What follows belongs to an exercise in optimizing a design on an open flow for small area, a short achievable clock period and few clock cycles; a production flow would make more cautious choices. No functional check of the RTL was part of any run shown here.

==> design.v <==
module sonpe_sha256 (
    input  wire         clk,
    input  wire         ld,        
    input  wire [31:0]  kn,        
    input  wire         sched,     
    input  wire [31:0]  wsrc,      
    input  wire [31:0]  a1,        
    input  wire [31:0]  e1,        
    output wire [31:0]  w0,        
    output wire [255:0] st         
);
    localparam [255:0] IV = {
        32'h6a09e667, 32'hbb67ae85, 32'h3c6ef372, 32'ha54ff53a,
        32'h510e527f, 32'h9b05688c, 32'h1f83d9ab, 32'h5be0cd19
    };
    reg  [31:0] a, b, c, d, e, f, g, h;
    reg  [31:0] hkw;
    reg  [31:0] w [0:15];
    assign st = {a, b, c, d, e, f, g, h};
    assign w0 = w[14];
    wire [31:0] big_s0 = {a[1:0], a[31:2]} ^ {a[12:0], a[31:13]} ^ {a[21:0], a[31:22]};
    wire [31:0] big_s1 = {e[5:0], e[31:6]} ^ {e[10:0], e[31:11]} ^ {e[24:0], e[31:25]};
    wire [31:0] ch     = (e & f) ^ (~e & g);
    wire [31:0] maj    = (a & b) ^ (a & c) ^ (b & c);
    function [63:0] csa;
        input [31:0] x, y, z;
        begin
            csa[31:0]  = x ^ y ^ z;
            csa[63:32] = {(x[30:0] & y[30:0]) | (x[30:0] & z[30:0]) |
                          (y[30:0] & z[30:0]), 1'b0};
        end
    endfunction
    wire [63:0] cs1    = csa(hkw, big_s1, ch);
    wire [63:0] cs2    = csa(cs1[31:0], cs1[63:32], big_s0);
    wire [63:0] cs3    = csa(cs2[31:0], cs2[63:32], maj);
    wire [63:0] cs4    = csa(cs1[31:0], cs1[63:32], d);
    wire [31:0] a_n    = cs3[31:0] + cs3[63:32];
    wire [31:0] e_n    = cs4[31:0] + cs4[63:32];
    wire [31:0] sm_s0  = {w[1][6:0], w[1][31:7]} ^ {w[1][17:0], w[1][31:18]} ^ (w[1] >> 3);
    wire [31:0] sm_s1  = {w[14][16:0], w[14][31:17]} ^ {w[14][18:0], w[14][31:19]} ^ (w[14] >> 10);
    wire [63:0] ws1    = csa(w[9], w[0], sm_s0);
    wire [63:0] ws2    = csa(ws1[31:0], ws1[63:32], sm_s1);
    wire [31:0] w_next = ws2[31:0] + ws2[63:32];
    wire [31:0] h_nx   = ld ? IV[63:32] : g;    
    wire [63:0] hk     = csa(h_nx, kn, w[15]);
    integer i;
    always @(posedge clk) begin
        for (i = 0; i < 15; i = i + 1)
            w[i] <= w[i+1];
        w[15] <= sched ? w_next : wsrc;
        hkw   <= hk[31:0] + hk[63:32];
        if (ld) begin
            a <= a1;            b <= IV[255:224];
            c <= IV[223:192];   d <= IV[191:160];
            e <= e1;            f <= IV[127:96];
            g <= IV[95:64];     h <= IV[63:32];
        end else begin
            h <= g;
            g <= f;
            f <= e;
            e <= e_n;
            d <= c;
            c <= b;
            b <= a;
            a <= a_n;
        end
    end
endmodule
module sonpe (
    input  wire         clk,
    input  wire         rst,           
    input  wire         start,
    input  wire [255:0] seed,          
    input  wire [63:0]  index,
    input  wire [63:0]  list_size,
    output wire         ready,
    output reg          done,
    output reg  [1:0]   err,           
    output wire [63:0]  result
);
    localparam [1:0] S_IDLE = 2'd0, S_CHECK = 2'd1, S_CHECK2 = 2'd3, S_RUN = 2'd2;
    localparam [31:0] IV0 = 32'h6a09e667, IV1 = 32'hbb67ae85, IV2 = 32'h3c6ef372,
                      IV3 = 32'ha54ff53a, IV4 = 32'h510e527f, IV5 = 32'h9b05688c,
                      IV6 = 32'h1f83d9ab, IV7 = 32'h5be0cd19;
    localparam [31:0] CA = 32'hfc08884d, CE = 32'h98c7e2a2;
    reg  [1:0]   state;
    reg          rdy;
    reg  [5:0]   t;            
    reg  [6:0]   k;            
    reg  [31:0]  ring [0:7];   
    reg  [39:0]  widx;         
    reg  [40:0]  n;
    reg  [39:0]  f;            
    reg          bor;
    reg          gt;           
    reg  [23:0]  ihi, lhi;     
    reg  [63:0]  dv;           
    reg  [39:0]  rem;          
    reg  [7:0]   psel;         
    reg          sbit;         
    reg          ef_hgt, ef_heq, ef_lo, ef_big;
    wire         ef_idx = ef_hgt || (ef_heq && !ef_lo);
    reg          d0, d1, d2, d3, d4, d6, d7, d13, d63, dseed, dsch;
    assign ready  = rdy;
    assign result = {24'd0, widx};
    wire [39:0]  pos = gt ? f : widx;
    wire [5:0]   tn = (state == S_CHECK) ? 6'd62 : t + 6'd1;
    reg  [31:0] kn;
    always @(*) begin
        case (t)
            6'd0: kn = 32'h71374491;
            6'd1: kn = 32'hb5c0fbcf;
            6'd2: kn = 32'he9b5dba5;
            6'd3: kn = 32'h3956c25b;
            6'd4: kn = 32'h59f111f1;
            6'd5: kn = 32'h923f82a4;
            6'd6: kn = 32'hab1c5ed5;
            6'd7: kn = 32'hd807aa98;
            6'd8: kn = 32'h12835b01;
            6'd9: kn = 32'h243185be;
            6'd10: kn = 32'h550c7dc3;
            6'd11: kn = 32'h72be5d74;
            6'd12: kn = 32'h80deb1fe;
            6'd13: kn = 32'h9bdc06a7;
            6'd14: kn = 32'hc19bf174;
            6'd15: kn = 32'he49b69c1;
            6'd16: kn = 32'hefbe4786;
            6'd17: kn = 32'h0fc19dc6;
            6'd18: kn = 32'h240ca1cc;
            6'd19: kn = 32'h2de92c6f;
            6'd20: kn = 32'h4a7484aa;
            6'd21: kn = 32'h5cb0a9dc;
            6'd22: kn = 32'h76f988da;
            6'd23: kn = 32'h983e5152;
            6'd24: kn = 32'ha831c66d;
            6'd25: kn = 32'hb00327c8;
            6'd26: kn = 32'hbf597fc7;
            6'd27: kn = 32'hc6e00bf3;
            6'd28: kn = 32'hd5a79147;
            6'd29: kn = 32'h06ca6351;
            6'd30: kn = 32'h14292967;
            6'd31: kn = 32'h27b70a85;
            6'd32: kn = 32'h2e1b2138;
            6'd33: kn = 32'h4d2c6dfc;
            6'd34: kn = 32'h53380d13;
            6'd35: kn = 32'h650a7354;
            6'd36: kn = 32'h766a0abb;
            6'd37: kn = 32'h81c2c92e;
            6'd38: kn = 32'h92722c85;
            6'd39: kn = 32'ha2bfe8a1;
            6'd40: kn = 32'ha81a664b;
            6'd41: kn = 32'hc24b8b70;
            6'd42: kn = 32'hc76c51a3;
            6'd43: kn = 32'hd192e819;
            6'd44: kn = 32'hd6990624;
            6'd45: kn = 32'hf40e3585;
            6'd46: kn = 32'h106aa070;
            6'd47: kn = 32'h19a4c116;
            6'd48: kn = 32'h1e376c08;
            6'd49: kn = 32'h2748774c;
            6'd50: kn = 32'h34b0bcb5;
            6'd51: kn = 32'h391c0cb3;
            6'd52: kn = 32'h4ed8aa4a;
            6'd53: kn = 32'h5b9cca4f;
            6'd54: kn = 32'h682e6ff3;
            6'd55: kn = 32'h748f82ee;
            6'd56: kn = 32'h78a5636f;
            6'd57: kn = 32'h84c87814;
            6'd58: kn = 32'h8cc70208;
            6'd59: kn = 32'h90befffa;
            6'd60: kn = 32'ha4506ceb;
            6'd61: kn = 32'hbef9a3f7;
            6'd62: kn = 32'hc67178f2;
            6'd63: kn = 32'h428a2f98;
            default: kn = 32'h428a2f98;
        endcase
    end
    wire [6:0]  rs = k - 7'd2;
    reg  [31:0] msg_p, msg_s;
    always @(*) begin
        msg_p = 32'd0;
        msg_s = 32'd0;
        if (dseed) begin
            msg_p = ring[0];
            msg_s = ring[0];
        end else if (d6) begin
            msg_p = {1'b0, k, 8'h80, 16'h0000};
            msg_s = {1'b0, rs, pos[15:8], pos[23:16], pos[31:24]};
        end else if (d7) begin
            msg_s = {pos[39:32], 8'h80, 16'h0000};
        end else if (d13) begin
            msg_p = 32'h00000108;
            msg_s = 32'h00000128;
        end
    end
    wire [31:0]  w0_p, w0_s;
    wire [255:0] st_p, st_s;
    wire [31:0]  a1 = w0_p + CA;
    wire [31:0]  e1 = w0_p + CE;
    sonpe_sha256 u_piv (
        .clk(clk), .ld(d0), .kn(kn), .sched(dsch), .wsrc(msg_p),
        .a1(a1), .e1(e1), .w0(w0_p), .st(st_p)
    );
    sonpe_sha256 u_src (
        .clk(clk), .ld(d0), .kn(kn), .sched(dsch), .wsrc(msg_s),
        .a1(a1), .e1(e1), .w0(w0_s), .st(st_s)
    );
    wire [31:0] h0 = st_p[255:224] + IV0;
    wire [31:0] h1 = st_p[223:192] + IV1;
    wire [63:0] dig_le = {h1[7:0], h1[15:8], h1[23:16], h1[31:24],
                          h0[7:0], h0[15:8], h0[23:16], h0[31:24]};
    wire [39:0] rin   = d1 ? 40'd0 : rem;
    wire [40:0] rsh   = {rin, dv[63]};
    wire [41:0] rdif  = {1'b0, rsh} - {1'b0, n};
    reg  [31:0] sw, siv;
    always @(*) begin
        case (psel[7:5])
            3'd0: begin sw = st_s[255:224]; siv = IV0; end
            3'd1: begin sw = st_s[223:192]; siv = IV1; end
            3'd2: begin sw = st_s[191:160]; siv = IV2; end
            3'd3: begin sw = st_s[159:128]; siv = IV3; end
            3'd4: begin sw = st_s[127:96];  siv = IV4; end
            3'd5: begin sw = st_s[95:64];   siv = IV5; end
            3'd6: begin sw = st_s[63:32];   siv = IV6; end
            default: begin sw = st_s[31:0]; siv = IV7; end
        endcase
    end
    wire [31:0] ssum    = sw + siv;
    wire        src_bit = ssum[{~psel[4:3], psel[2:0]}];
    wire        chk   = (state == S_CHECK);
    wire [39:0] wsel  = sbit ? f : widx;
    wire [39:0] alu_a = chk ? n[39:0] : (d1 ? rem : f);
    wire [39:0] alu_b = (d2 && !chk) ? (n[39:0] & {40{bor}})
                                     : ~((d1 && sbit && !chk) ? f : widx);
    wire [40:0] alu_s = {1'b0, alu_a} + {1'b0, alu_b} + {40'd0, d1 && !chk};
    wire        e_big = (|lhi[23:1]) || (lhi[0] && (|n[39:0]));
    integer j;
    always @(posedge clk) begin
        t     <= tn;
        d0    <= (tn == 6'd0);
        d1    <= (tn == 6'd1);
        d2    <= (tn == 6'd2);
        d3    <= (tn == 6'd3);
        d4    <= (tn == 6'd4);
        d6    <= (tn == 6'd6);
        d7    <= (tn == 6'd7);
        d13   <= (tn == 6'd13);
        d63   <= (tn == 6'd63);
        dseed <= (tn >= 6'd62) || (tn <= 6'd5);
        dsch  <= (tn >= 6'd14) && (tn <= 6'd61);
        if (state == S_CHECK)
            k <= 7'h7f;
        else if (d63)
            k <= k + 7'd1;
        for (j = 0; j < 8; j = j + 1)
            ring[j] <= ring[(j + 1) % 8];
        dv  <= d0 ? dig_le : {dv[62:0], 1'b0};
        rem <= rdif[41] ? rsh[39:0] : rdif[39:0];
        if (d1)
            {bor, f} <= {~alu_s[40], alu_s[39:0]};
        if (d2)
            f <= alu_s[39:0];
        if (d3)
            gt <= alu_s[40];
        if (d4)
            psel <= pos[7:0];
        if (d0)
            sbit <= src_bit && (k >= 7'd3);
        ef_hgt <= ihi > lhi;
        ef_heq <= ihi == lhi;
        ef_lo  <= alu_s[40];
        ef_big <= e_big;
        if (state == S_IDLE) begin
            for (j = 0; j < 8; j = j + 1)
                ring[(j + 1) % 8] <= {seed[32*j +: 8], seed[32*j+8 +: 8],
                                      seed[32*j+16 +: 8], seed[32*j+24 +: 8]};
            widx <= index[39:0];
            ihi  <= index[63:40];
            n    <= list_size[40:0];
            lhi  <= list_size[63:40];
        end
        if (rst) begin
            state <= S_IDLE;
            rdy   <= 1'b1;
            done  <= 1'b0;
        end else begin
            done <= 1'b0;
            case (state)
                S_IDLE: if (start) begin
                    rdy   <= 1'b0;
                    state <= S_CHECK;
                end
                S_CHECK: state <= S_CHECK2;
                S_CHECK2: begin
                    if (ef_idx || ef_big) begin
                        err   <= ef_idx ? 2'd1 : 2'd2;
                        widx  <= 40'd0;
                        done  <= 1'b1;
                        rdy   <= 1'b1;
                        state <= S_IDLE;
                    end else begin
                        state <= S_RUN;
                    end
                end
                S_RUN: if (d1) begin
                    widx <= wsel;
                    if (k == 7'd92) begin
                        err   <= 2'd0;
                        done  <= 1'b1;
                        rdy   <= 1'b1;
                        state <= S_IDLE;
                    end
                end
                default: state <= S_IDLE;
            endcase
        end
    end
endmodule
==> flow/run.sh <==
#!/bin/bash
set -euo pipefail
bash standard.sh SETUP_SLACK_MARGIN=6.5 > standard.log 2>&1
==> standard.sh <==
#!/bin/bash
# synth_recipe.tcl (not shown) runs the flow's synth.tcl, then flattens the netlist and writes it again
# the make line also repeats each setting of config.mk as NAME=value (left out here)
make -C /OpenROAD-flow-scripts/flow DESIGN_CONFIG=/design/flow/config.mk WORK_HOME=/design/flow/orfs CLKGATE_MAP_FILE= SYNTH_SCRIPT=/design/flow/synth_recipe.tcl "${@:-finish}"
==> config.mk <==
export PLATFORM = sky130hd
export DESIGN_NAME = sonpe
export DESIGN_NICKNAME = sonpe
export VERILOG_FILES = /design/flow/design.v
export SDC_FILE = /design/flow/constraint.sdc
export NUM_CORES = 4
export LEC_CHECK = 0
export CAP_MARGIN = 20
export CORE_MARGIN = 2
export CORE_UTILIZATION = 40
export SETUP_SLACK_MARGIN = 5
export SLEW_MARGIN = 20
==> constraint.sdc <==
create_clock -name core_clock -period 10.0 [get_ports {clk}]
set_input_delay 2.0000 -clock core_clock [delete_from_list [all_inputs] [get_ports {clk}]]
set_output_delay 2.0000 -clock core_clock [all_outputs]
set_load 0.01 [all_outputs]
==> impl_metrics.tcl, run 1 <==
set metrics [dict create \
    route.detailed.drc 0 \
    drt_iter0_drc 6157 \
    cts_root_buffer "clkbuf_16" \
    fin_crit_ns 5.340 \
    cts-htree-levels 4 \
    die_x_um 501.2 \
    crit_required_ns 10.76 \
    setup_viol 0 \
    gp_congestion 1.000 \
    cts_sinks 2173 \
    avgSynthCellArea_um2 10.59 \
    grt_setup_unrepaired "yes" \
    clock-skew-final_ns 0.1018 \
    slew_headroom_pct 19.52 \
    io_pins 455 \
    arrival_ns 6.10 \
    synthArstFlopShare_pct 0 \
    hold_buffers 0 \
    final.setup.tns_ns 0 \
    ys_seq_area_share_pct 45.83 \
    fillers 21920 \
    synth-seq-cells 2173 \
    grt_pass1_vias 72370 \
    overflow 0 \
    synth_top_area_share_pct 40.33 \
    slew_viol_final 0 \
    synth_top_family_by_area "adder cells" \
    clock_latency_ns 0.92 \
    dp.cells 12620 \
    ys_types 95 \
    synth.area.top_cells "dfxtp_1 40%, fa_1 8.8%, xnor2_1 5.9%, edfxtp_1 5.5%, ha_1 5.2%" \
    synth_compound_area_share_pct 10.54 \
    area_growth_pct 25.77 \
    end_kind "flip-flop" \
    grt_usage_pct 28.26 \
    critPathLaunchType "flip-flop" \
    vias_per_cell 5.379 \
    ys.flop_type "dfxtp_1" \
    drv_cap 0 \
    post-route-util_pct 50.57 \
    hpwl_um 272400 \
    clk_pin_slew_worst_paths_ns 0.06 \
    antenna_found_initial 55 \
    syn-cell-area_um2 98880 \
    clock.fmax_ghz 0.1873 \
    yosysMostFrequentCell "dfxtp_1" \
    hold_violations 0 \
    synthSimpleGateAreaFrac_pct 9.880 \
    status "timing/DRC/antenna clean" \
    cts_inserted_buffers 220 \
    grt_pass1_wl_um 514500 \
    holdWs_ns 0.2775 \
    core-area_um2 245900 \
    crit_type "reg2reg" \
    rows 182 \
    fin_nets 11340 \
    dr.pass1.iters 8 \
    start_util_pct 40.21 \
    cts_buffer_depth 3 \
    netlist_instances 9334 \
    post_synth_fa_ha_maj_area_fraction_pct 14.69 \
    port_buffers 430 \
    synth_xor_xnor_area_share_pct 8.220 \
    totalWireLength_um 366000 \
    cp_cell_sequence "xor2_4 > xnor2_2 > fa_2 > fa_1 > fa_1 > inv_1 > ha_2 > inv_2 > fa_2 > nor2b_4 > o21ai_2 > a21boi_2 > o21ai_1 > nand2b_1 > a21o_1 > a21o_1 > a221oi_2 > o211a_1 > o41ai_4 > a21oi_2 > nor4b_2 > a311o_1" \
    synth_edf_count 181 \
    cp_max_fo 3 \
    slowest_stage "fa_1" \
    period_share_pct 53.40 \
    hp-class "reg2reg" \
    fin_cells 13530 \
    cts_tree "built" \
    synth.mux.area_fraction_pct 6.703 \
    ys_top_cells_by_count "1,992 x dfxtp_1, 667 x xnor2_1, 648 x nand2_1" \
    wire_per_inst_um 27.06 \
    yosysTopAreaCell "dfxtp_1" \
    yosys_warnings 4 \
    max_stage_delay_ns 0.54 \
    die-area_um2 251200 \
    tightest_slew_ns 1.205 \
    dr_total_vias 72760 \
    drtAntennaViolNets 0 \
    grt_start_max_net_pins 185 \
    die_h_um 501.2 \
    layout-drive-gt1-share_pct 23.57 \
]
[kinds of logic after synthesis]
logic type,count (synthesis)
AND/OR/NAND/NOR,2013
flip-flops,2173
XOR/XNOR,928
buffers and inverters,1059
AO/OA/AOI/OAI,1662
multiplexers,587
adder cells (fa/ha/maj),911
other,1
[critical path: cells and delay by family (launching register included)]
kind / cells / cell delay [ns]
AO/OA/AOI/OAI: 10 / 1.73
XOR/XNOR: 2 / 0.42
adder cells (fa/ha/maj): 5 / 2.05
buffers and inverters: 2 / 0.11
flip-flops: 1 / 0.38
AND/OR/NAND/NOR: 3 / 0.56
[path summary, 6_finish.rpt]
path	depth (start not counted)	from	end	slack, ns
max	22	u_src.e[26]$_DFF_P_	u_src.a[31]$_DFF_P_	4.66
min	0	u_piv.w[4][1]$_DFF_P_	u_piv.w[3][1]$_DFF_P_	0.28
max reg2reg	22	u_src.e[26]$_DFF_P_	u_src.a[31]$_DFF_P_	4.66
min reg2reg	0	u_piv.w[4][1]$_DFF_P_	u_piv.w[3][1]$_DFF_P_	0.28
[stage by stage]
| step | setup slack [ns] | instance area [µm²] |
|---|---|---|
| detailed placement | 3.918 | 107200 |
| finish | 4.660 | 124400 |
| floorplan | 4.946 | 100300 |
| CTS | 4.759 | 121300 |
| global route | 4.576 | 124300 |
| global placement | 3.877 | 107200 |
[routing by layer]
metal  GRT usage, %  share of wire, %  vias up
met1          37.00                42    35990
met4          12.47               5.2       46
met5              0             0.082        -
met2          45.47                46     2943
met3          5.159               7.2      793
li1               -                 -    32990
[placed cells by master, fill, tap and decap left out, types with 113 or more instances in the layout]
cell             synthesis  layout
or2_2                  196     183
mux2_2                 347     315
mux2i_1                214     204
fa_1                   437     410
xor2_1                 261     228
nor2b_1                278     245
clkbuf_16                0     226
buf_4                   28     367
a21oi_1                420     298
clkdlybuf4s50_1          0     386
a21o_1                 153     152
inv_1                  564     520
o21ai_0                530     330
edfxtp_1               181     181
xnor2_1                667     588
ha_1                   412     356
buf_6                    1     174
o21ai_1                  2     119
nand3_1                128     113
dfxtp_1               1992    1891
nand2_1                648     619
nor2_1                 401     374
[timing repair]
action,in CTS,in global routing
resized for setup,956,424
cloned,27,2
buffers inserted,314,144
pin swaps,368,368
setup endpoints to repair,417,342
[flip-flops by register name, indices dropped and copies added (netlist names), 40 cells and up]
name,cells
ring,256
f,40
u_src.w,512
rem,40
dv,64
u_piv.w,512
widx,40
n,40
[cell type report]
type,instances,area [µm²],share of cell area (%)
tap,3220,4029,3.239
sequential,2173,45560,36.63
clock buffer,300,6285,5.053
timing repair buffer,1011,10200,8.199
antenna,20,50.05,0.04024
clock inverter,103,1577,1.268
multi-input combinational,6130,54490,43.81
inverter,570,2181,1.754
==> run 2, diff against run 1 <==
--- a/design.v
+++ b/design.v
@@ -35,13 +35,17 @@
     wire [63:0] cs3    = csa(cs2[31:0], cs2[63:32], maj);
     wire [63:0] cs4    = csa(cs1[31:0], cs1[63:32], d);
-    wire [31:0] a_n    = cs3[31:0] + cs3[63:32];
-    wire [31:0] e_n    = cs4[31:0] + cs4[63:32];
+    wire [31:0] a_n, e_n;
+    sonpe_add32 u_adda (.x(cs3[31:0]), .y(cs3[63:32]), .s(a_n));
+    sonpe_add32 u_adde (.x(cs4[31:0]), .y(cs4[63:32]), .s(e_n));
     wire [31:0] sm_s0  = {w[1][6:0], w[1][31:7]} ^ {w[1][17:0], w[1][31:18]} ^ (w[1] >> 3);
     wire [31:0] sm_s1  = {w[14][16:0], w[14][31:17]} ^ {w[14][18:0], w[14][31:19]} ^ (w[14] >> 10);
     wire [63:0] ws1    = csa(w[9], w[0], sm_s0);
     wire [63:0] ws2    = csa(ws1[31:0], ws1[63:32], sm_s1);
-    wire [31:0] w_next = ws2[31:0] + ws2[63:32];
+    wire [31:0] w_next;
+    sonpe_add32 u_addw (.x(ws2[31:0]), .y(ws2[63:32]), .s(w_next));
     wire [31:0] h_nx   = ld ? IV[63:32] : g;    
     wire [63:0] hk     = csa(h_nx, kn, w[15]);
+    wire [31:0] hkw_n;
+    sonpe_add32 u_addh (.x(hk[31:0]), .y(hk[63:32]), .s(hkw_n));
     integer i;
     always @(posedge clk) begin
@@ -49,5 +53,5 @@
             w[i] <= w[i+1];
         w[15] <= sched ? w_next : wsrc;
-        hkw   <= hk[31:0] + hk[63:32];
+        hkw   <= hkw_n;
         if (ld) begin
             a <= a1;            b <= IV[255:224];
@@ -67,4 +71,11 @@
     end
 endmodule
+module sonpe_add32 (
+    input  wire [31:0] x,
+    input  wire [31:0] y,
+    output wire [31:0] s
+);
+    assign s = x + y;
+endmodule
 module sonpe (
     input  wire         clk,
==> run.sh (new file) <==
#!/bin/bash
# synth_recipe.tcl (not shown) runs the flow's synth.tcl, then flattens the netlist and writes it again
# the make line also repeats each setting of config.mk as NAME=value (left out here)
make -C /OpenROAD-flow-scripts/flow DESIGN_CONFIG=/design/flow/config.mk WORK_HOME=/design/flow/orfs CLKGATE_MAP_FILE= SYNTH_SCRIPT=/design/flow/synth_recipe.tcl finish
--- a/config.mk
+++ b/config.mk
@@ -11,2 +11,3 @@
 export SETUP_SLACK_MARGIN = 5
 export SLEW_MARGIN = 20
+export SYNTH_HIERARCHICAL = 1
removed: flow/run.sh
removed: standard.sh
==> impl_metrics.tcl, run 2 <==
set metrics [dict create \
    core-area_um2 259000 \
    gp_congestion 1.008 \
    grt_start_max_net_pins 183 \
    port_buffers 430 \
    grt_usage_pct 27.49 \
    die-area_um2 264000 \
    arrival_ns 5.80 \
    layout-drive-gt1-share_pct 10.81 \
    fin_nets 11510 \
    totalWireLength_um 373300 \
    dr.pass1.iters 6 \
    grt_pass1_wl_um 528500 \
    preCtsSetupSlack_ns 4.241 \
    clk_pin_slew_worst_paths_ns 0.06 \
    clock.fmax_ghz 0.1979 \
    drt_iter0_drc 7511 \
    layout_setup_ws_ns 4.946 \
    final.setup.tns_ns 0 \
    period_share_pct 50.54 \
    layout_common_cells "1,960 x dfxtp_1, 761 x inv_1, 646 x nand2_1, 631 x xnor2_1, 497 x a21oi_1" \
    seqCellArea_um2 45360 \
    status "timing/DRC/antenna clean" \
    end_kind "flip-flop" \
    crit_path_end "kn[14]$_DFF_P_" \
    clock-skew-final_ns 0.08623 \
    cts-htree-levels 4 \
    critPathLaunch "state[1]$_SDFFE_PP0P_" \
    cts_sinks 2173 \
    reg2reg_from "state[1]$_SDFFE_PP0P_" \
    fin_crit_ns 5.054 \
    fin_cells 13900 \
    drv_cap 0 \
    cts_inserted_buffers 232 \
    area_growth_pct 15.61 \
    crit_type "reg2reg" \
    layout_commonest_cell "dfxtp_1" \
    fillers 24000 \
    die_x_um 513.8 \
    slew_headroom_pct 14.59 \
    setup_viol 0 \
    io_pins 455 \
    netlist_instances 9937 \
    tightest_slew_ns 1.281 \
    avgSynthCellArea_um2 10.46 \
    rows 187 \
    hpwl_um 296600 \
    hold_violations 0 \
    cts_root_buffer "clkbuf_16" \
    drtAntennaViolNets 0 \
    vias_per_cell 5.401 \
    dp.cells 13400 \
    holdWs_ns 0.2875 \
    hp-class "reg2reg" \
    cp_max_fo 16 \
    ff2ff_path_depth 10 \
    yosys_warnings 10 \
    start_util_pct 40.14 \
    die_h_um 513.8 \
    syn-cell-area_um2 104000 \
    cts_tree "built" \
    top_regs "u_piv.w (512), u_src.w (512), ring (256)" \
    antenna_found_initial 95 \
    grt_setup_unrepaired "yes" \
    crit_required_ns 10.74 \
    ff2ff_setup_slack_ns 4.95 \
    wire_per_inst_um 26.86 \
    cts_buffer_depth 4 \
    critPathLaunchType "flip-flop" \
    overflow 0 \
    route.detailed.drc 0 \
    clock_latency_ns 0.95 \
    slew_viol_final 0 \
    grt_pass1_vias 73370 \
    multi_input_area_um2 54190 \
    dr_total_vias 75080 \
    reg2reg_to "kn[14]$_DFF_P_" \
]
## run 2: worst max-delay path: stages, from the launching register on
cell	delay (ns)
dfxtp_2	0.44
nand2b_2	0.23
buf_4	0.33
nand2b_1	0.55
inv_1	0.66
ha_1	0.68
nand2_1	0.47
and2_1	0.30
o21ai_0	0.76
o22ai_1	0.26
o41ai_1	0.18
## run 2: worst min-delay path by stage
| stage | depth (start not counted) | from | to | slack (ns) |
|---|---|---|---|---|
| 5_1_grt | 0 | u_piv.w[6][30]$_DFF_P_ | u_piv.w[5][30]$_DFF_P_ | 0.30 |
| 3_5_place_dp | 0 | u_piv.w[11][21]$_DFF_P_ | u_piv.w[10][21]$_DFF_P_ | 0.31 |
| 6_report | 0 | u_src.w[13][1]$_DFF_P_ | u_src.w[12][1]$_DFF_P_ | 0.29 |
| 3_3_place_gp | 0 | u_piv.w[7][31]$_DFF_P_ | u_piv.w[6][31]$_DFF_P_ | 0.31 |
| 2_1_floorplan | 0 | u_piv.w[11][0]$_DFF_P_ | u_piv.w[10][0]$_DFF_P_ | 0.31 |
| 4_1_cts | 0 | u_src.w[13][1]$_DFF_P_ | u_src.w[12][1]$_DFF_P_ | 0.29 |
## run 2: final cells by class
class / instances / area share [%]
antenna: 49 / 0.1020
clock buffer: 319 / 5.591
clock inverter: 103 / 1.083
inverter: 774 / 2.430
multi-input combinational: 6553 / 45.09
sequential: 2173 / 37.74
tap: 3402 / 3.542
timing repair buffer: 527 / 4.422
## run 2: layer usage
layer	GRT usage, %	vias up	part of all wire (%)
met5	0	-	0.035
li1	-	34270	-
met1	37.91	36930	44
met3	5.155	711	7.5
met2	41.97	3151	44
met4	11.79	20	4.6
## run 2: per-stage QoR
stage,util (%),instance area (µm²)
floorplan,-,104100
global placement,42.95,111200
detailed placement,42.95,111300
CTS,46.14,119500
global route,46.38,120100
finish,46.40,120200
## run 2: repair_timing
item | in CTS | in global routing
gates cloned | 0 | 5
endpoints found under the setup margin | 82 | 80
hold buffers | 0 | 0
buffers inserted | 0 | 21
resized for setup | 55 | 69
pin swaps | 0 | 9
==> run 3, diff against run 2 <==
==> flow/run.sh (new file) <==
#!/bin/bash
set -euo pipefail
bash standard.sh SETUP_SLACK_MARGIN=6.5 > standard.log 2>&1
==> standard.sh (new file) <==
#!/bin/bash
# synth_recipe.tcl (not shown) runs the flow's synth.tcl, then flattens the netlist and writes it again
# the make line also repeats each setting of config.mk as NAME=value (left out here)
make -C /OpenROAD-flow-scripts/flow DESIGN_CONFIG=/design/flow/config.mk WORK_HOME=/design/flow/orfs CLKGATE_MAP_FILE= SYNTH_SCRIPT=/design/flow/synth_recipe.tcl "${@:-finish}"
removed: run.sh
==> impl_metrics.tcl, run 3 <==
set metrics [dict create \
    reg2reg_from "u_piv.e[12]$_DFF_P_" \
    critPathLaunchType "flip-flop" \
    dr.pass1.iters 8 \
    fin_nets 12080 \
    grt_pass1_vias 78360 \
    status "timing/DRC/antenna clean" \
    layout_commonest_cell "dfxtp_1" \
    cts-htree-levels 4 \
    gp_congestion 0.9934 \
    slew_viol_final 0 \
    cts_sinks 2173 \
    ff2ff_path_depth 16 \
    fin_area_um2 134200 \
    hold_violations 0 \
    grt_pass1_wl_um 558600 \
    die_x_um 513.8 \
    layout-drive-gt1-share_pct 26.83 \
    totalWireLength_um 396400 \
    reg2reg_to "u_piv.a[8]$_DFF_P_" \
    rows 187 \
    io_pins 455 \
    avgSynthCellArea_um2 10.46 \
    route.detailed.drc 0 \
    fillers 22550 \
    hold_path_depth 0 \
    die_h_um 513.8 \
    hp-class "reg2reg" \
    ff2ff_setup_slack_ns 5.49 \
    core-area_um2 259000 \
    cts_tree "built" \
    crit_type "reg2reg" \
    fin_crit_ns 4.505 \
    crit_required_ns 10.75 \
    period_share_pct 45.05 \
    cp_cell_sequence "xnor2_4 > xnor2_2 > fa_1 > inv_2 > fa_1 > inv_2 > fa_2 > fa_2 > a211oi_4 > buf_4 > buf_4 > nor2_1 > o21a_1 > a311o_1 > xor2_2 > mux2_1" \
    cp_max_fo 5 \
    drt_iter0_drc 7533 \
    grt_setup_unrepaired "yes" \
    yosys_warnings 10 \
    slew_headroom_pct 10.88 \
    arrival_ns 5.25 \
    dpl-instance-area_um2 112600 \
    slowest_stage "fa_1" \
    grt_start_max_net_pins 168 \
    dr_total_vias 79320 \
    clk_pin_slew_worst_paths_ns 0.06 \
    min_to "u_piv.w[1][9]$_DFF_P_" \
    top_regs "u_piv.w (512), u_src.w (512), ring (256)" \
    syn-cell-area_um2 104000 \
    area_growth_pct 29.08 \
    vias_per_cell 5.489 \
    cts_buffer_depth 4 \
    drtAntennaViolNets 0 \
    min_from "u_piv.w[2][9]$_DFF_P_" \
    clock-skew-final_ns 0.08520 \
    start_util_pct 40.14 \
    netlist_instances 9937 \
    antenna_found_initial 61 \
    die-area_um2 264000 \
    clock.fmax_ghz 0.2220 \
    grt_usage_pct 29.03 \
    cts_inserted_buffers 230 \
    hpwl_um 294000 \
    cts_root_buffer "clkbuf_16" \
    drv_cap 0 \
    end_kind "flip-flop" \
    setup_viol 0 \
    port_buffers 430 \
    final.setup.tns_ns 0 \
    overflow 0 \
    tightest_slew_ns 1.327 \
    max_stage_delay_ns 0.49 \
    layout_common_cells "1,853 x dfxtp_1, 703 x inv_1, 582 x nand2_1, 515 x xnor2_1, 441 x buf_4" \
    clock_latency_ns 0.94 \
    post-route-util_pct 51.81 \
    wire_per_inst_um 27.43 \
]
[run 3: cell type report]
type | count | area [µm²] | share of cell area (%)
Clock buffer | 323 | 6685 | 4.982
Tap cell | 3402 | 4257 | 3.172
Clock inverter | 100 | 1149 | 0.8560
Sequential cell | 2173 | 45740 | 34.09
Timing Repair Buffer | 1093 | 11270 | 8.395
Multi-Input combinational cell | 6564 | 62090 | 46.27
Antenna cell | 23 | 57.56 | 0.04289
Inverter | 774 | 2942 | 2.192
[run 3: what timing repair did]
action                                  in CTS  in global routing
endpoints found under the setup margin     386                334
pin swaps                                  376                421
cloned                                      48                  2
gates resized for setup                   1404                623
hold buffers                                 0                  0
setup buffers                              384                166
[run 3: worst max-delay path, delay by kind of cell, from the launching register on]
kind	cells	cell delay [ns]
AND/OR/NAND/NOR	1	0.04
buffers and inverters	4	0.43
multiplexers	1	0.28
AO/OA/AOI/OAI	3	0.79
XOR/XNOR	3	0.60
adder cells (fa/ha/maj)	4	1.80
flip-flops	1	0.40
[run 3: how the worst max path moves through the flow]
stage / startpoint / end / slack (ns) / cells past startpoint
floorplan: psel[6]$_DFFE_PP_ / sbit$_DFFE_PP_ / 5.70 / 22
global placement: d1$_DFF_P_ / f[39]$_DFFE_PP_ / 4.16 / 19
detailed placement: d1$_DFF_P_ / f[39]$_DFFE_PP_ / 4.21 / 19
CTS: u_piv.e[3]$_DFF_P_ / u_piv.a[29]$_DFF_P_ / 5.57 / 15
global route: psel[6]$_DFFE_PP_ / sbit$_DFFE_PP_ / 5.36 / 21
finish: u_piv.e[12]$_DFF_P_ / u_piv.a[8]$_DFF_P_ / 5.49 / 16
[run 3: stage by stage]
stage | worst slack (ns) | hold WS (ns) | instances
6_report | 5.495 | 0.2411 | 14450
2_1_floorplan | 5.704 | 0.3096 | 9966
3_5_place_dp | 4.214 | 0.3121 | 13410
3_3_place_gp | 4.162 | 0.3095 | 13410
5_1_grt | 5.362 | 0.2510 | 14440
4_1_cts | 5.568 | 0.2383 | 14260
[run 3: metal layers]
layer / vias to the layer above / part of all wire [%] / global-route usage [%]
met5: - / 0.043 / 0
met4: 28 / 5.1 / 13.37
met3: 850 / 8.6 / 6.223
met2: 3585 / 44 / 44.54
met1: 39380 / 42 / 39.00
li1: 35470 / - / -
==> run 4, diff against run 3 <==
--- a/design.v
+++ b/design.v
@@ -106,83 +106,85 @@
     reg          gt;           
     reg  [23:0]  ihi, lhi;     
-    reg  [63:0]  dv;           
+    reg  [64:0]  dv;           
     reg  [39:0]  rem;          
+    reg  [31:0]  swq;          
     reg  [7:0]   psel;         
     reg          sbit;         
     reg          ef_hgt, ef_heq, ef_lo, ef_big;
     wire         ef_idx = ef_hgt || (ef_heq && !ef_lo);
-    reg          d0, d1, d2, d3, d4, d6, d7, d13, d63, dseed, dsch;
+    reg          d0, d1, d2, d3, d4, d5, d6, d7, d13, d63, dseed, dsch;
     assign ready  = rdy;
     assign result = {24'd0, widx};
     wire [39:0]  pos = gt ? f : widx;
     wire [5:0]   tn = (state == S_CHECK) ? 6'd62 : t + 6'd1;
-    reg  [31:0] kn;
+    reg  [5:0]  u;
+    reg  [31:0] kn, kt;
     always @(*) begin
-        case (t)
-            6'd0: kn = 32'h71374491;
-            6'd1: kn = 32'hb5c0fbcf;
-            6'd2: kn = 32'he9b5dba5;
-            6'd3: kn = 32'h3956c25b;
-            6'd4: kn = 32'h59f111f1;
-            6'd5: kn = 32'h923f82a4;
-            6'd6: kn = 32'hab1c5ed5;
-            6'd7: kn = 32'hd807aa98;
-            6'd8: kn = 32'h12835b01;
-            6'd9: kn = 32'h243185be;
-            6'd10: kn = 32'h550c7dc3;
-            6'd11: kn = 32'h72be5d74;
-            6'd12: kn = 32'h80deb1fe;
-            6'd13: kn = 32'h9bdc06a7;
-            6'd14: kn = 32'hc19bf174;
-            6'd15: kn = 32'he49b69c1;
-            6'd16: kn = 32'hefbe4786;
-            6'd17: kn = 32'h0fc19dc6;
-            6'd18: kn = 32'h240ca1cc;
-            6'd19: kn = 32'h2de92c6f;
-            6'd20: kn = 32'h4a7484aa;
-            6'd21: kn = 32'h5cb0a9dc;
-            6'd22: kn = 32'h76f988da;
-            6'd23: kn = 32'h983e5152;
-            6'd24: kn = 32'ha831c66d;
-            6'd25: kn = 32'hb00327c8;
-            6'd26: kn = 32'hbf597fc7;
-            6'd27: kn = 32'hc6e00bf3;
-            6'd28: kn = 32'hd5a79147;
-            6'd29: kn = 32'h06ca6351;
-            6'd30: kn = 32'h14292967;
-            6'd31: kn = 32'h27b70a85;
-            6'd32: kn = 32'h2e1b2138;
-            6'd33: kn = 32'h4d2c6dfc;
-            6'd34: kn = 32'h53380d13;
-            6'd35: kn = 32'h650a7354;
-            6'd36: kn = 32'h766a0abb;
-            6'd37: kn = 32'h81c2c92e;
-            6'd38: kn = 32'h92722c85;
-            6'd39: kn = 32'ha2bfe8a1;
-            6'd40: kn = 32'ha81a664b;
-            6'd41: kn = 32'hc24b8b70;
-            6'd42: kn = 32'hc76c51a3;
-            6'd43: kn = 32'hd192e819;
-            6'd44: kn = 32'hd6990624;
-            6'd45: kn = 32'hf40e3585;
-            6'd46: kn = 32'h106aa070;
-            6'd47: kn = 32'h19a4c116;
-            6'd48: kn = 32'h1e376c08;
-            6'd49: kn = 32'h2748774c;
-            6'd50: kn = 32'h34b0bcb5;
-            6'd51: kn = 32'h391c0cb3;
-            6'd52: kn = 32'h4ed8aa4a;
-            6'd53: kn = 32'h5b9cca4f;
-            6'd54: kn = 32'h682e6ff3;
-            6'd55: kn = 32'h748f82ee;
-            6'd56: kn = 32'h78a5636f;
-            6'd57: kn = 32'h84c87814;
-            6'd58: kn = 32'h8cc70208;
-            6'd59: kn = 32'h90befffa;
-            6'd60: kn = 32'ha4506ceb;
-            6'd61: kn = 32'hbef9a3f7;
-            6'd62: kn = 32'hc67178f2;
-            6'd63: kn = 32'h428a2f98;
-            default: kn = 32'h428a2f98;
+        case (u)
+            6'd0: kt = 32'h71374491;
+            6'd1: kt = 32'hb5c0fbcf;
+            6'd2: kt = 32'he9b5dba5;
+            6'd3: kt = 32'h3956c25b;
+            6'd4: kt = 32'h59f111f1;
+            6'd5: kt = 32'h923f82a4;
+            6'd6: kt = 32'hab1c5ed5;
+            6'd7: kt = 32'hd807aa98;
+            6'd8: kt = 32'h12835b01;
+            6'd9: kt = 32'h243185be;
+            6'd10: kt = 32'h550c7dc3;
+            6'd11: kt = 32'h72be5d74;
+            6'd12: kt = 32'h80deb1fe;
+            6'd13: kt = 32'h9bdc06a7;
+            6'd14: kt = 32'hc19bf174;
+            6'd15: kt = 32'he49b69c1;
+            6'd16: kt = 32'hefbe4786;
+            6'd17: kt = 32'h0fc19dc6;
+            6'd18: kt = 32'h240ca1cc;
+            6'd19: kt = 32'h2de92c6f;
+            6'd20: kt = 32'h4a7484aa;
+            6'd21: kt = 32'h5cb0a9dc;
+            6'd22: kt = 32'h76f988da;
+            6'd23: kt = 32'h983e5152;
+            6'd24: kt = 32'ha831c66d;
+            6'd25: kt = 32'hb00327c8;
+            6'd26: kt = 32'hbf597fc7;
+            6'd27: kt = 32'hc6e00bf3;
+            6'd28: kt = 32'hd5a79147;
+            6'd29: kt = 32'h06ca6351;
+            6'd30: kt = 32'h14292967;
+            6'd31: kt = 32'h27b70a85;
+            6'd32: kt = 32'h2e1b2138;
+            6'd33: kt = 32'h4d2c6dfc;
+            6'd34: kt = 32'h53380d13;
+            6'd35: kt = 32'h650a7354;
+            6'd36: kt = 32'h766a0abb;
+            6'd37: kt = 32'h81c2c92e;
+            6'd38: kt = 32'h92722c85;
+            6'd39: kt = 32'ha2bfe8a1;
+            6'd40: kt = 32'ha81a664b;
+            6'd41: kt = 32'hc24b8b70;
+            6'd42: kt = 32'hc76c51a3;
+            6'd43: kt = 32'hd192e819;
+            6'd44: kt = 32'hd6990624;
+            6'd45: kt = 32'hf40e3585;
+            6'd46: kt = 32'h106aa070;
+            6'd47: kt = 32'h19a4c116;
+            6'd48: kt = 32'h1e376c08;
+            6'd49: kt = 32'h2748774c;
+            6'd50: kt = 32'h34b0bcb5;
+            6'd51: kt = 32'h391c0cb3;
+            6'd52: kt = 32'h4ed8aa4a;
+            6'd53: kt = 32'h5b9cca4f;
+            6'd54: kt = 32'h682e6ff3;
+            6'd55: kt = 32'h748f82ee;
+            6'd56: kt = 32'h78a5636f;
+            6'd57: kt = 32'h84c87814;
+            6'd58: kt = 32'h8cc70208;
+            6'd59: kt = 32'h90befffa;
+            6'd60: kt = 32'ha4506ceb;
+            6'd61: kt = 32'hbef9a3f7;
+            6'd62: kt = 32'hc67178f2;
+            6'd63: kt = 32'h428a2f98;
+            default: kt = 32'h428a2f98;
         endcase
     end
@@ -207,6 +209,6 @@
     wire [31:0]  w0_p, w0_s;
     wire [255:0] st_p, st_s;
-    wire [31:0]  a1 = w0_p + CA;
-    wire [31:0]  e1 = w0_p + CE;
+    wire [31:0]  a1 = ring[6] + CA;
+    wire [31:0]  e1 = ring[6] + CE;
     sonpe_sha256 u_piv (
         .clk(clk), .ld(d0), .kn(kn), .sched(dsch), .wsrc(msg_p),
@@ -221,6 +223,6 @@
     wire [63:0] dig_le = {h1[7:0], h1[15:8], h1[23:16], h1[31:24],
                           h0[7:0], h0[15:8], h0[23:16], h0[31:24]};
-    wire [39:0] rin   = d1 ? 40'd0 : rem;
-    wire [40:0] rsh   = {rin, dv[63]};
+    wire [39:0] rin   = d2 ? 40'd0 : rem;
+    wire [40:0] rsh   = {rin, dv[64]};
     wire [41:0] rdif  = {1'b0, rsh} - {1'b0, n};
     reg  [31:0] sw, siv;
@@ -237,12 +239,12 @@
         endcase
     end
-    wire [31:0] ssum    = sw + siv;
+    wire [31:0] ssum    = swq + siv;
     wire        src_bit = ssum[{~psel[4:3], psel[2:0]}];
     wire        chk   = (state == S_CHECK);
     wire [39:0] wsel  = sbit ? f : widx;
-    wire [39:0] alu_a = chk ? n[39:0] : (d1 ? rem : f);
-    wire [39:0] alu_b = (d2 && !chk) ? (n[39:0] & {40{bor}})
-                                     : ~((d1 && sbit && !chk) ? f : widx);
-    wire [40:0] alu_s = {1'b0, alu_a} + {1'b0, alu_b} + {40'd0, d1 && !chk};
+    wire [39:0] alu_a = chk ? n[39:0] : (d2 ? rem : f);
+    wire [39:0] alu_b = (d3 && !chk) ? (n[39:0] & {40{bor}})
+                                     : ~((d2 && sbit && !chk) ? f : widx);
+    wire [40:0] alu_s = {1'b0, alu_a} + {1'b0, alu_b} + {40'd0, d2 && !chk};
     wire        e_big = (|lhi[23:1]) || (lhi[0] && (|n[39:0]));
     integer j;
@@ -254,4 +256,5 @@
         d3    <= (tn == 6'd3);
         d4    <= (tn == 6'd4);
+        d5    <= (tn == 6'd5);
         d6    <= (tn == 6'd6);
         d7    <= (tn == 6'd7);
@@ -260,4 +263,6 @@
         dseed <= (tn >= 6'd62) || (tn <= 6'd5);
         dsch  <= (tn >= 6'd14) && (tn <= 6'd61);
+        u  <= (state == S_CHECK) ? 6'd63 : u + 6'd1;
+        kn <= kt;
         if (state == S_CHECK)
             k <= 7'h7f;
@@ -266,15 +271,16 @@
         for (j = 0; j < 8; j = j + 1)
             ring[j] <= ring[(j + 1) % 8];
-        dv  <= d0 ? dig_le : {dv[62:0], 1'b0};
+        dv  <= d0 ? {dv[63], dig_le} : {dv[63:0], 1'b0};
+        swq <= sw;
         rem <= rdif[41] ? rsh[39:0] : rdif[39:0];
-        if (d1)
-            {bor, f} <= {~alu_s[40], alu_s[39:0]};
         if (d2)
-            f <= alu_s[39:0];
+            {bor, f} <= {~alu_s[40], alu_s[39:0]};
         if (d3)
-            gt <= alu_s[40];
+            f <= alu_s[39:0];
         if (d4)
+            gt <= alu_s[40];
+        if (d5)
             psel <= pos[7:0];
-        if (d0)
+        if (d1)
             sbit <= src_bit && (k >= 7'd3);
         ef_hgt <= ihi > lhi;
@@ -314,5 +320,5 @@
                     end
                 end
-                S_RUN: if (d1) begin
+                S_RUN: if (d2) begin
                     widx <= wsel;
                     if (k == 7'd92) begin
==> impl_metrics.tcl, run 4 <==
set metrics [dict create \
    syn-cell-area_um2 105400 \
    reg2reg_from "u_src.e[1]$_DFF_P_" \
    area_growth_pct 26.70 \
    clock_latency_ns 0.95 \
    grt_pass1_wl_um 552300 \
    route.detailed.drc 0 \
    ff2ff_path_depth 16 \
    gp_congestion 0.9841 \
    drtAntennaViolNets 0 \
    cts_tree "built" \
    hold_path_depth 0 \
    fin_area_um2 133600 \
    layout_commonest_cell "dfxtp_1" \
    top_regs "u_piv.w (512), u_src.w (512), ring (256)" \
    tightest_slew_ns 1.330 \
    cts-htree-levels 4 \
    core-area_um2 262300 \
    min_to "u_piv.w[5][3]$_DFF_P_" \
    min_from "u_piv.w[6][3]$_DFF_P_" \
    hpwl_um 298600 \
    fillers 23150 \
    layout-drive-gt1-share_pct 25.60 \
    slew_viol_final 0 \
    status "timing/DRC/antenna clean" \
    fin_crit_ns 4.523 \
    period_share_pct 45.23 \
    clock-skew-final_ns 0.1411 \
    hold_buffers 0 \
    dr.pass1.iters 6 \
    multi_input_area_um2 61630 \
    dr_total_vias 78490 \
    avgSynthCellArea_um2 10.52 \
    clk_pin_slew_worst_paths_ns 0.06 \
    drv_cap 0 \
    hold_violations 0 \
    grt_start_max_net_pins 165 \
    overflow 0 \
    arrival_ns 5.27 \
    seqCellArea_um2 46490 \
    start_util_pct 40.20 \
    layout_common_cells "1,893 x dfxtp_1, 731 x inv_1, 604 x nand2_1, 537 x xnor2_1, 423 x a21oi_1" \
    cts_root_buffer "clkbuf_16" \
    ff2ff_setup_slack_ns 5.48 \
    crit_required_ns 10.74 \
    grt_pass1_vias 77280 \
    drt_iter0_drc 7301 \
    port_buffers 430 \
    reg2reg_to "u_src.a[30]$_DFF_P_" \
    dpl-instance-area_um2 114000 \
    hp-class "reg2reg" \
    grt_setup_unrepaired "yes" \
    cp_max_fo 6 \
    antenna_found_initial 59 \
    crit_type "reg2reg" \
    io_pins 455 \
    final.setup.tns_ns 0 \
    wire_per_inst_um 27.03 \
    critPathLaunchType "flip-flop" \
    fin_nets 12080 \
    cts_sinks 2213 \
    slew_headroom_pct 10.43 \
    totalWireLength_um 393600 \
    clock.fmax_ghz 0.2211 \
    die-area_um2 267700 \
    die_h_um 517.4 \
    cts_inserted_buffers 234 \
    netlist_instances 10020 \
    rows 188 \
    vias_per_cell 5.391 \
    cts_buffer_depth 4 \
    grt_usage_pct 28.41 \
    end_kind "flip-flop" \
    yosys_warnings 10 \
    setup_viol 0 \
    die_x_um 517.4 \
]
-- run 4: timing repair --
action,4_1_cts,5_1_grt
resized for setup,1190,588
cloned,21,9
pin swaps,352,370
buffers inserted,291,212
endpoints found under the setup margin,346,375
-- run 4: how the worst max path moves through the flow --
stage | endpoint | depth (start not counted) | startpoint | slack, ns
floorplan | u_src.a[18]$_DFF_P_ | 16 | u_src.e[3]$_DFF_P_ | 5.90
global placement | sbit$_DFFE_PP_ | 17 | psel[7]$_DFFE_PP_ | 4.07
detailed placement | sbit$_DFFE_PP_ | 17 | psel[7]$_DFFE_PP_ | 4.67
CTS | sbit$_DFFE_PP_ | 18 | psel[7]$_DFFE_PP_ | 5.49
global route | sbit$_DFFE_PP_ | 18 | psel[7]$_DFFE_PP_ | 5.42
finish | u_src.a[30]$_DFF_P_ | 16 | u_src.e[1]$_DFF_P_ | 5.48
-- run 4: cell type report --
cell class              instances  share of cell area (%)
multi-input cells            6589                   46.13
flip-flops and latches       2213                   34.80
repair buffers               1009                   7.453
clock buffers                 321                   5.087
well taps                    3515                   3.292
inverters                     784                   2.220
clock inverters               101                  0.9656
diodes                         27                 0.05058
-- run 4: through the flow --
step	setup WS, ns	hold slack, ns	util, %	std cells
after floorplan	5.898	0.3096	-	10050
after global placement	4.067	0.3095	43.46	13580
after detailed placement	4.669	0.3121	43.48	13580
after CTS	5.493	0.2024	49.13	14310
after global routing	5.420	0.2017	50.92	14540
final	5.477	0.2144	50.93	14560
-- run 4: critical path, stage by stage (launching register included) --
cell and delay, ns:
dfxtp_4 0.44, mux2_4 0.33, fa_1 0.53, inv_2 0.05, fa_1 0.48, inv_1 0.06
fa_2 0.48, fa_2 0.42, a211oi_4 0.29, o21bai_1 0.14, a21oi_2 0.26, a21o_4 0.24
buf_6 0.12, a2bb2oi_4 0.07, a21oi_2 0.14, xnor2_1 0.09, mux2_4 0.26
-- run 4: per-layer routing --
layer	vias up	routed length, µm	global-route usage (%)
met5	-	76	0
met4	12	14970	9.075
met3	631	29740	5.194
met2	3176	178500	45.28
met1	39190	170300	38.87
li1	35490	-	-
==> run 5, diff against run 4 <==
==> run.sh (new file) <==
#!/bin/bash
# synth_recipe.tcl (not shown) runs the flow's synth.tcl, then flattens the netlist and writes it again
# the make line also repeats each setting of config.mk as NAME=value (left out here)
make -C /OpenROAD-flow-scripts/flow DESIGN_CONFIG=/design/flow/config.mk WORK_HOME=/design/flow/orfs CLKGATE_MAP_FILE= SYNTH_SCRIPT=/design/flow/synth_recipe.tcl finish
removed: flow/run.sh
removed: standard.sh
==> impl_metrics.tcl, run 5 <==
set metrics [dict create \
    holdWs_ns 0.3090 \
    slew_viol_final 0 \
    layout_commonest_cell "dfxtp_1" \
    slowest_stage "or4_4" \
    top_regs "u_piv.w (512), u_src.w (512), ring (256)" \
    netlist_instances 10020 \
    hold_buffers 0 \
    clock_latency_ns 0.94 \
    grt_pass1_vias 73810 \
    critPathLaunch "state[1]$_SDFFE_PP0P_" \
    dp.cells 13580 \
    min_from "u_src.w[11][29]$_DFF_P_" \
    die_h_um 517.4 \
    hpwl_um 280100 \
    fin_area_um2 121000 \
    clock.fmax_ghz 0.2033 \
    multi_input_area_um2 54620 \
    crit_required_ns 10.78 \
    layout-drive-gt1-share_pct 11.16 \
    max_stage_delay_ns 0.56 \
    vias_per_cell 5.289 \
    crit_type "reg2reg" \
    totalWireLength_um 355000 \
    grt_start_max_net_pins 181 \
    yosys_warnings 10 \
    layout_common_cells "1,995 x dfxtp_1, 777 x inv_1, 651 x xnor2_1, 639 x nand2_1, 532 x a21oi_1" \
    cts_buffer_depth 4 \
    hp-class "reg2reg" \
    rows 188 \
    syn-cell-area_um2 105400 \
    start_util_pct 40.20 \
    fin_nets 11550 \
    cts_sinks 2213 \
    final.setup.tns_ns 0 \
    port_buffers 430 \
    seqCellArea_um2 46170 \
    cp_max_fo 80 \
    setup_viol 0 \
    cts-htree-levels 4 \
    drt_iter0_drc 6867 \
    avgSynthCellArea_um2 10.52 \
    fillers 24450 \
    hold_violations 0 \
    cts_inserted_buffers 233 \
    dpl-instance-area_um2 112700 \
    die_x_um 517.4 \
    clock-skew-final_ns 0.07133 \
    cts_root_buffer "clkbuf_16" \
    core-area_um2 262300 \
    die-area_um2 267700 \
    drtAntennaViolNets 0 \
    arrival_ns 5.69 \
    overflow 0 \
    grt_setup_unrepaired "yes" \
    io_pins 455 \
    fin_cells 14060 \
    critPathLaunchType "flip-flop" \
    fin_crit_ns 4.919 \
    end_kind "flip-flop" \
    antenna_found_initial 36 \
    route.detailed.drc 0 \
    area_growth_pct 14.80 \
    slew_headroom_pct 24.78 \
    cts_tree "built" \
    wire_per_inst_um 25.25 \
    drv_cap 0 \
    clk_pin_slew_worst_paths_ns 0.06 \
    reg2reg_from "state[1]$_SDFFE_PP0P_" \
    grt_usage_pct 26.07 \
    dr.pass1.iters 8 \
    period_share_pct 49.19 \
    cp_cell_sequence "nand2b_4 > nand2_2 > clkbuf_8 > nand3_1 > o21ai_0 > fa_1 > inv_1 > fa_1 > nor2b_1 > o21ai_0 > a21oi_1 > o31ai_1 > nand3_2 > or4_4 > a21oi_2 > o41ai_2 > or4_1 > nand4_1" \
    grt_pass1_wl_um 512500 \
    tightest_slew_ns 1.118 \
    dr_total_vias 74360 \
    status "timing/DRC/antenna clean" \
    gp_congestion 1.016 \
]
-- run 5: final cells by class --
cell class | instances | share of cell area, %
timing repair buffer | 489 | 4.011
inverter | 784 | 2.433
tap | 3515 | 3.633
sequential | 2213 | 38.14
clock buffer | 318 | 5.482
multi-input combinational | 6583 | 45.13
antenna | 49 | 0.1013
clock inverter | 109 | 1.069
-- run 5: repair_timing --
action	4_1_cts	5_1_grt
endpoints found under the setup margin	53	78
cloned	0	2
resized for setup	8	53
pin swaps	0	3
buffers inserted	0	5
-- run 5: routing by layer --
layer | vias up | global-route usage [%] | part of all wire [%]
li1 | 34440 | - | -
met1 | 36420 | 35.65 | 44
met2 | 2848 | 39.49 | 43
met3 | 633 | 5.474 | 7.8
met4 | 10 | 11.71 | 4.9
met5 | - | 0 | 0.016
-- run 5: path summary, 6_finish.rpt --
check	slack (ns)	to	depth (start not counted)
min	0.31	u_src.w[10][29]$_DFF_P_	0
max reg2reg	5.08	f[38]$_DFFE_PP_	18
max	5.08	f[38]$_DFFE_PP_	18
min reg2reg	0.31	u_src.w[10][29]$_DFF_P_	0
-- run 5: worst max-delay path: cells and delay by family, from the launching register on --
family                   cells  cell delay, ns
buffers and inverters        2            0.37
AO/OA/AOI/OAI                6            1.12
adder cells (fa/ha/maj)      2            0.69
AND/OR/NAND/NOR              8            2.01
flip-flops                   1            0.52
-- run 5: stage by stage --
step	utilization (%)	setup slack, ns
after floorplan	-	5.521
after global placement	42.97	4.387
after detailed placement	42.98	4.447
after CTS	46.02	5.006
after global routing	46.13	4.911
final	46.15	5.082
==> run 6, diff against run 5 <==
--- a/design.v
+++ b/design.v
@@ -105,5 +105,6 @@
     reg          bor;
     reg          gt;           
-    reg  [23:0]  ihi, lhi;     
+    reg          hgt, heq;     
+    reg          lbig;         
     reg  [64:0]  dv;           
     reg  [39:0]  rem;          
@@ -111,6 +112,6 @@
     reg  [7:0]   psel;         
     reg          sbit;         
-    reg          ef_hgt, ef_heq, ef_lo, ef_big;
-    wire         ef_idx = ef_hgt || (ef_heq && !ef_lo);
+    reg          ef_lo, ef_big;
+    wire         ef_idx = hgt || (heq && !ef_lo);
     reg          d0, d1, d2, d3, d4, d5, d6, d7, d13, d63, dseed, dsch;
     assign ready  = rdy;
@@ -247,5 +248,5 @@
                                      : ~((d2 && sbit && !chk) ? f : widx);
     wire [40:0] alu_s = {1'b0, alu_a} + {1'b0, alu_b} + {40'd0, d2 && !chk};
-    wire        e_big = (|lhi[23:1]) || (lhi[0] && (|n[39:0]));
+    wire        e_big = lbig || (n[40] && (|n[39:0]));
     integer j;
     always @(posedge clk) begin
@@ -284,6 +285,4 @@
         if (d1)
             sbit <= src_bit && (k >= 7'd3);
-        ef_hgt <= ihi > lhi;
-        ef_heq <= ihi == lhi;
         ef_lo  <= alu_s[40];
         ef_big <= e_big;
@@ -293,7 +292,8 @@
                                       seed[32*j+16 +: 8], seed[32*j+24 +: 8]};
             widx <= index[39:0];
-            ihi  <= index[63:40];
             n    <= list_size[40:0];
-            lhi  <= list_size[63:40];
+            hgt  <= index[63:40] > list_size[63:40];
+            heq  <= index[63:40] == list_size[63:40];
+            lbig <= |list_size[63:41];
         end
         if (rst) begin
==> impl_metrics.tcl, run 6 <==
set metrics [dict create \
    final.setup.tns_ns 0 \
    drtAntennaViolNets 0 \
    end_kind "flip-flop" \
    hold_buffers 0 \
    area_growth_pct 14.94 \
    hpwl_um 295000 \
    min_from "u_src.w[8][22]$_DFF_P_" \
    slew_viol_final 0 \
    tightest_slew_ns 1.148 \
    hold_violations 0 \
    reg2reg_from "u_piv.e[25]$_DFF_P_" \
    min_to "u_src.w[7][22]$_DFF_P_" \
    slowest_stage "fa_1" \
    crit_type "reg2reg" \
    reg2reg_to "u_piv.e[31]$_DFF_P_" \
    critPathLaunchType "flip-flop" \
    rows 186 \
    clock-skew-final_ns 0.1018 \
    die-area_um2 262700 \
    avgSynthCellArea_um2 10.45 \
    netlist_instances 9902 \
    dr.pass1.iters 7 \
    drt_iter0_drc 6435 \
    hp-class "reg2reg" \
    cts-htree-levels 4 \
    clk_pin_slew_worst_paths_ns 0.06 \
    totalWireLength_um 367700 \
    grt_pass1_wl_um 523300 \
    ff2ff_path_depth 12 \
    start_util_pct 40.27 \
    core-area_um2 256900 \
    crit_required_ns 10.74 \
    vias_per_cell 5.373 \
    critPathBufInv 2 \
    gp_congestion 0.9658 \
    grt_usage_pct 27.29 \
    layout-drive-gt1-share_pct 11.10 \
    setup_viol 0 \
    yosys_warnings 10 \
    cts_tree "built" \
    cts_buffer_depth 4 \
    overflow 0 \
    die_x_um 512.6 \
    antenna_found_initial 39 \
    ff2ff_setup_slack_ns 5.07 \
    die_h_um 512.6 \
    top_regs "u_piv.w (512), u_src.w (512), ring (256)" \
    grt_pass1_vias 73570 \
    clock_latency_ns 0.93 \
    grt_setup_unrepaired "yes" \
    cts_inserted_buffers 230 \
    grt_start_max_net_pins 194 \
    syn-cell-area_um2 103500 \
    hold_path_depth 0 \
    status "timing/DRC/antenna clean" \
    layout_commonest_cell "dfxtp_1" \
    port_buffers 430 \
    cp_max_fo 6 \
    io_pins 455 \
    fin_nets 11450 \
    cp_cell_sequence "mux2_2 > fa_1 > inv_1 > fa_1 > inv_1 > ha_1 > nand4_1 > nor4_2 > nand2_1 > o21bai_1 > o311ai_0 > mux2_1" \
    period_share_pct 49.28 \
    cts_root_buffer "clkbuf_16" \
    layout_common_cells "1,986 x dfxtp_1, 774 x inv_1, 655 x xnor2_1, 636 x nand2_1, 529 x a21oi_1" \
    arrival_ns 5.66 \
    post-route-util_pct 46.28 \
    route.detailed.drc 0 \
    dr_total_vias 74020 \
    max_stage_delay_ns 0.64 \
    wire_per_inst_um 26.69 \
    cts_sinks 2167 \
    fillers 24020 \
    cp_top_family "adder cells" \
    drv_cap 0 \
    fin_crit_ns 4.928 \
    clock.fmax_ghz 0.2029 \
    slew_headroom_pct 23.47 \
]
[run 6: repair_timing]
item	in CTS	in global routing
gates cloned	0	4
pin swaps	2	11
resized for setup	27	86
buffers inserted	4	13
setup endpoints to repair	58	81
[run 6: per-layer routing]
layer	GRT usage, %	vias up	wire length [µm]
li1	-	34030	-
met1	36.81	36710	159200
met2	43.72	2737	166800
met3	4.882	543	26770
met4	9.748	10	14930
met5	0	-	72
[run 6: worst max-delay path by stage]
| stage | start | end | depth (start not counted) |
|---|---|---|---|
| 2_1_floorplan | psel[5]$_DFFE_PP_ | sbit$_DFFE_PP_ | 19 |
| 6_report | u_piv.e[25]$_DFF_P_ | u_piv.e[31]$_DFF_P_ | 12 |
| 4_1_cts | psel[6]$_DFFE_PP_ | sbit$_DFFE_PP_ | 18 |
| 5_1_grt | psel[6]$_DFFE_PP_ | sbit$_DFFE_PP_ | 17 |
| 3_5_place_dp | psel[6]$_DFFE_PP_ | sbit$_DFFE_PP_ | 17 |
| 3_3_place_gp | psel[6]$_DFFE_PP_ | sbit$_DFFE_PP_ | 17 |
[run 6: area by class of cell]
type                            count  area (µm²)  area share, %
Sequential cell                  2167       44820          37.70
Clock buffer                      312        6539          5.499
Inverter                          784        2947          2.478
Tap cell                         3384        4234          3.561
Multi-Input combinational cell   6522       54130          45.52
Clock inverter                     95        1129         0.9491
Antenna cell                        9       22.52        0.01894
Timing Repair Buffer              503        5090          4.280
[run 6: per-stage QoR]
stage / hold WS, ns / std cells / instance area, µm² / setup slack [ns]
floorplan: 0.3096 / 9931 / 103600 / 5.221
global placement: 0.3096 / 13340 / 110600 / 3.986
detailed placement: 0.3121 / 13340 / 110600 / 4.003
CTS: 0.2564 / 13750 / 118400 / 4.890
global route: 0.2561 / 13770 / 118900 / 4.839
finish: 0.2588 / 13780 / 118900 / 5.072

-- re-timing with driven ports --
The flow's constraints put no driver on any port. The routed layouts listed below were extracted and timed again, unchanged, in two steps. Step 1 assumes that a clkbuf_16 drives the clock port and a buf_2 every other input. Step 2, shift: input delay + t, output delay - t, t = (earliest + latest rising clock arrival at the registers) / 2. This alone moves slack from input paths to output paths. Slacks: no drivers / after step 1 / after step 2; pairs: no drivers / after step 1.
run	shift t [ns]	slack for setup (ns)	worst setup path after step 2	clock arrival spread, ns
run 1	0.979	4.660 / 4.660 / 4.660	register to register	0.112 / 0.112
run 2	0.985	4.946 / 4.946 / 4.946	register to register	0.092 / 0.092
run 3	0.997	5.495 / 5.495 / 5.495	register to register	0.086 / 0.086
run 4	0.969	5.477 / 5.477 / 5.477	register to register	0.142 / 0.142
run 5	0.994	5.081 / 5.081 / 5.081	register to register	0.081 / 0.081
run 6	0.973	5.072 / 5.072 / 5.072	register to register	0.108 / 0.107
After both steps setup and hold are still met in every run listed.
